Context: an optimization exercise on an open-source flow, tuned for small area. The choices shown serve that exercise and are no tape-out recipe. The RTL was checked by simulation tests, not by an equivalence proof against the original design. Power is estimated from default activity; no workload was simulated.

## display_font_rom
module display_font_rom (
    input  wire        clk,
    input  wire        rst,          
    input  wire        tick,         
    input  wire        in_valid,
    input  wire [31:0] in_data,
    output wire        in_ready,
    output wire        rsp_valid,
    output wire [31:0] rsp_data,
    output reg         load,         
    output reg         din,          
    output reg         sclk          
);
export LEC_CHECK = 0
export ABC_AREA = 1
export CAP_MARGIN = 20
export CORE_MARGIN = 2
export CORE_UTILIZATION = 40
export CTS_BUF_LIST = sky130_fd_sc_hd__clkbuf_16
export CTS_CLUSTER_DIAMETER = 60
export CTS_CLUSTER_SIZE = 30
export SLEW_MARGIN = 20
create_clock -name core_clock -period 10.0 [get_ports {clk}]
run.sh (not shown) runs the stock make flow with config.mk's settings and CLKGATE_MAP_FILE= SYNTH_SCRIPT=/design/flow/synth_recipe.tcl, a recipe that flattens the netlist after the stock synthesis.
Edit:
CTS_BUF_LIST = sky130_fd_sc_hd__clkbuf_16 sky130_fd_sc_hd__clkbuf_8   (was sky130_fd_sc_hd__clkbuf_16)
CTS_CLUSTER_DIAMETER = 45   (was 60)
CTS_CLUSTER_SIZE = 24   (was 30)
Result:
- The new run finished clean
- clock-buffer cell count goes up by 13
- sequential share of layout area goes down by 0.55 points
- non-clock buffer count does not change
- cell area goes up by 1.2%
- sequential power is about the same
- cell count goes up by 0.63%
- register-to-register slack loses 0.06 ns
- clock skew goes down by 0.034 ns
- routed wire length goes up by 0.38%
- maximum frequency hardly moves

---

Setup of amber:
Another version of the RTL of display_font_rom (not shown whole).
Size: roughly 1,600 cells after synthesis, ~15,000 um^2 of cells after synthesis.
// display_font_rom
module display_font_rom(clk, rst, tick, in_valid, in_data, in_ready, rsp_valid, rsp_data, load, din, sclk);
export LEC_CHECK = 0
export ABC_AREA = 1
export CAP_MARGIN = 20
export CORE_MARGIN = 2
export CORE_UTILIZATION = 60
export CTS_BUF_LIST = sky130_fd_sc_hd__clkbuf_8
export CTS_CLUSTER_DIAMETER = 45
export CTS_CLUSTER_SIZE = 18
export PLACE_DENSITY = 0.7
export SLEW_MARGIN = 20
create_clock -name core_clock -period 10.0 [get_ports {clk}]
standard.sh (not shown) runs the stock make flow with config.mk's settings and CLKGATE_MAP_FILE= SYNTH_SCRIPT=/design/flow/synth_recipe.tcl, a recipe that flattens the netlist after the stock synthesis.
==> flow/flow/run.sh <==
#!/bin/bash
set -euo pipefail
export BUFFER_PORTS_ARGS="-buffer_cell sky130_fd_sc_hd__buf_1"
export CTS_ARGS="-sink_clustering_enable -repair_clock_nets -sink_clustering_size 24 -sink_clustering_max_diameter 55 -buf_list sky130_fd_sc_hd__clkbuf_8 -dont_use_dummy_load"
bash standard.sh > standard.log 2>&1
Input changes introduced in juniper (baseline for comparison: amber):
==> flow/flow/run.sh <==
#!/bin/bash
set -euo pipefail
export BUFFER_PORTS_ARGS="-buffer_cell sky130_fd_sc_hd__buf_1"
export CTS_ARGS="-sink_clustering_enable -repair_clock_nets -sink_clustering_size 18 -sink_clustering_max_diameter 45 -buf_list sky130_fd_sc_hd__clkbuf_8 -dont_use_dummy_load"
bash standard.sh > standard.log 2>&1
juniper -> amber: routed wire length flat. Taking amber as the reference point, the switching part of the total of juniper falls by 0.38 points. juniper: number of filler instances in the final layout lower than amber. Final period utilization (higher): amber. Against amber, juniper comes in 0.77% higher on final instance area.

---

== S ==
Another version of the RTL of display_font_rom (not shown whole).
Size: roughly 490 flip-flops, ~20000 um^2 of cells after synthesis.
clock: 10.0 ns
lec_check: 0
abc_area: 1
cap_margin: 20
core_margin: 2
core_utilization: 40
cts_buf_list: sky130_fd_sc_hd__clkbuf_4
slew_margin: 20
run.sh (not shown) runs the stock make flow with config.mk's settings and CLKGATE_MAP_FILE= SYNTH_SCRIPT=/design/flow/synth_recipe.tcl, a recipe that flattens the netlist after the stock synthesis.
Stock flow here: none of the scripts above is used.
Every stage of the flow completed for S, and the final layout passed the timing, DRC and antenna checks.
## Diff of input files: Q against S
# S
export LEC_CHECK = 0
export ABC_AREA = 1
export CAP_MARGIN = 20
export CORE_MARGIN = 2
export CORE_UTILIZATION = 40
export CTS_BUF_LIST = sky130_fd_sc_hd__clkbuf_4
export SLEW_MARGIN = 20
create_clock -name core_clock -period 10.0 [get_ports {clk}]
# Q
export LEC_CHECK = 0
export ABC_AREA = 1
export CAP_MARGIN = 20
export CORE_MARGIN = 2
export CORE_UTILIZATION = 40
export SLEW_MARGIN = 20
create_clock -name core_clock -period 10.0 [get_ports {clk}]
==> comparison <==
Q closes out successfully: all stages finished, all timing, DRC and antenna checks passed. Setup slack, S and Q: lower on Q. Initial detailed-routing violation count (higher): Q. As of Q, cell leakage power had fallen slightly compared to S. Fmax: lower on Q. Compared with S, Q shows a higher core occupancy in the finished layout.

---

Another version of the RTL of display_font_rom (not shown whole).
For scale: ~1700 cells after synthesis, about 73 I/O pins, about 16000 µm² of cells after synthesis.
clock: 10.0 ns
lec_check: 0
abc_area: 1
cap_margin: 20
core_margin: 2
core_utilization: 60
cts_buf_list: sky130_fd_sc_hd__clkbuf_8
cts_cluster_diameter: 45
cts_cluster_size: 18
place_density: 0.7
slew_margin: 20
Rerun with:
==> flow/flow/run.sh (new file) <==
#!/bin/bash
set -euo pipefail
export BUFFER_PORTS_ARGS="-buffer_cell sky130_fd_sc_hd__buf_1"
bash standard.sh > standard.log 2>&1
==> flow/standard.sh (new file) <==
#!/bin/bash
# synth_recipe.tcl (not shown) runs the flow's synth.tcl, then flattens the netlist and writes it again
# the make line also repeats each setting of config.mk as NAME=value (left out here)
make -C /OpenROAD-flow-scripts/flow DESIGN_CONFIG=/design/flow/config.mk WORK_HOME=/design/flow/orfs CLKGATE_MAP_FILE= SYNTH_SCRIPT=/design/flow/synth_recipe.tcl "${@:-finish}"
removed: flow/run.sh
What happened: The new run finished with timing, DRC and antenna clean; sequential cell count is unchanged; cell area went down slightly; via count went down slightly.

---

Setup of run 1:
display_font_rom, a different RTL version from the one above (not shown whole).
Size in the first run: roughly 1600 cells after synthesis, roughly 440 flip-flops, about 15000 sq um of cells after synthesis.
==> flow/config.mk <==
export PLATFORM = sky130hd
export DESIGN_NAME = display_font_rom
export DESIGN_NICKNAME = display_font_rom
export VERILOG_FILES = /design/flow/design.v
export SDC_FILE = /design/flow/constraint.sdc
export NUM_CORES = 4
export LEC_CHECK = 0
export ABC_AREA = 1
export CAP_MARGIN = 20
export CORE_MARGIN = 2
export CORE_UTILIZATION = 60
export CTS_BUF_LIST = sky130_fd_sc_hd__clkbuf_8
export CTS_CLUSTER_DIAMETER = 50
export CTS_CLUSTER_SIZE = 21
export PLACE_DENSITY = 0.7
export SLEW_MARGIN = 20
==> flow/constraint.sdc <==
create_clock -name core_clock -period 10.0 [get_ports {clk}]
set_input_delay 2.0000 -clock core_clock [delete_from_list [all_inputs] [get_ports {clk}]]
set_output_delay 2.0000 -clock core_clock [all_outputs]
set_load 0.01 [all_outputs]
standard.sh (not shown) runs the stock make flow with config.mk's settings and CLKGATE_MAP_FILE= SYNTH_SCRIPT=/design/flow/synth_recipe.tcl, a recipe that flattens the netlist after the stock synthesis.
==> flow/flow/run.sh <==
#!/bin/bash
set -euo pipefail
export BUFFER_PORTS_ARGS="-buffer_cell sky130_fd_sc_hd__buf_1"
export CTS_ARGS="-sink_clustering_enable -repair_clock_nets -sink_clustering_size 6 -sink_clustering_max_diameter 25 -buf_list sky130_fd_sc_hd__clkbuf_2 -dont_use_dummy_load"
bash standard.sh > standard.log 2>&1
The following lists how run 2 was set up differently from run 1:
==> flow/flow/run.sh <==
#!/bin/bash
set -euo pipefail
export BUFFER_PORTS_ARGS="-buffer_cell sky130_fd_sc_hd__buf_1"
export CTS_ARGS="-sink_clustering_enable -repair_clock_nets -sink_clustering_size 10 -sink_clustering_max_diameter 35 -buf_list sky130_fd_sc_hd__clkbuf_4 -dont_use_dummy_load"
bash standard.sh > standard.log 2>&1
### Flow results
Run 2 vs. run 1: setup slack of the worst register-to-register path fell 0.03 ns; post-route standard cell area excluding fillers shows no meaningful change; post-route fraction of the period consumed by the critical path -1.3 points. Setup slack (lower): run 1. Between run 2 and run 1, the share of the final layout cell area in multi-input gates does not differ in any meaningful way. Diff run 1..run 2 | horizontal extent of the die | negligible. Going from run 1 to run 2, number of nets in the finished design shrank by about 2%, power density relative to cell area shrank by 0.79 nW/um^2, net switching power shrank by about 3.6%. Run 2 closes out successfully: all stages finished, all timing, DRC and antenna checks passed.
Setup changes, run 2 to run 3
- CTS_CLUSTER_SIZE changed from 21 to 10
- CTS_CLUSTER_DIAMETER changed from 50 to 35
- CTS_BUF_LIST changed from sky130_fd_sc_hd__clkbuf_8 to sky130_fd_sc_hd__clkbuf_4
==> comparison <==
- Diff run 2..run 3 | worst hold slack after final layout | unchanged
- Run 2 → run 3: count of filler cells inserted in the layout comparable; buffering stage count on the worst path with inverters included flat.
## Diff of input files: run 4 against run 3
- CTS_CLUSTER_SIZE changed from 10 to 21
- CTS_BUF_LIST changed from sky130_fd_sc_hd__clkbuf_4 to sky130_fd_sc_hd__clkbuf_8
- CTS_CLUSTER_DIAMETER changed from 35 to 50
==> flow/flow/run.sh <==
#!/bin/bash
set -euo pipefail
export BUFFER_PORTS_ARGS="-buffer_cell sky130_fd_sc_hd__buf_1"
export CTS_ARGS="-sink_clustering_enable -repair_clock_nets -sink_clustering_size 21 -sink_clustering_max_diameter 50 -buf_list sky130_fd_sc_hd__clkbuf_8 -dont_use_dummy_load"
bash standard.sh > standard.log 2>&1
[summary]
Final design instance area without fill essentially unchanged between run 4 and run 3.
Core utilization of the finished layout: run 4 vs run 3, no meaningful difference
Between run 4 and run 3, it is run 4 whose clock transition at the register clock pins on the worst setup and hold paths after CTS is higher, by 0.02 ns.
For run 4, the launching instance or port of the critical path was in_data[3], unlike run 3, where it was in_data[0].
Final-layout clock-cell area share delta (run 4 -> run 3): insignificant
Compared with run 3, in run 4 part of the total power dissipated in combinational logic was more or less identical; clock share of power saw an increase.

-- static timing again, ports no longer ideal --
No port has a modelled driver above. Below, the same layouts with a new extraction and two added sets of constraints.
Step 1 sets driving cells, clkbuf_16 on the clock port and buf_2 on the other inputs (assumed; they add their load-dependent delay and slew).
Step 2, shift: input delay + t, output delay - t, t = (earliest + latest rising clock arrival at the registers) / 2. This alone moves slack from input paths to output paths.
Slacks: ideal ports / drivers / drivers and shift; pairs: ideal ports / drivers.
run	shift t [ns]	slack for setup (ns)	cell pins on the clock port's net
the first run of note 1	0.619	3.818 / 3.750 / 3.750	1
the second run of note 1	0.633	3.827 / 3.765 / 3.765	1
amber	0.661	4.383 / 4.330 / 4.160	1
juniper	0.587	4.409 / 4.361 / 4.209	1
S	0.915	3.637 / 3.652 / 2.737	1
Q	0.645	3.400 / 3.421 / 2.775	1
the first run of note 4	0.627	3.757 / 3.730 / 3.730	1
the second run of note 4	0.623	4.379 / 4.348 / 4.348	1
run 1	0.887	4.627 / 4.584 / 4.723	1
run 2	0.736	4.754 / 4.731 / 4.731	1
run 3	0.736	4.754 / 4.731 / 4.731	1
run 4	0.564	4.752 / 4.729 / 4.729	1
After both steps every run listed still meets setup and hold. For S, which loses most, drivers alone change the setup slack by +0.015 ns; drivers and shift together by -0.900 ns.
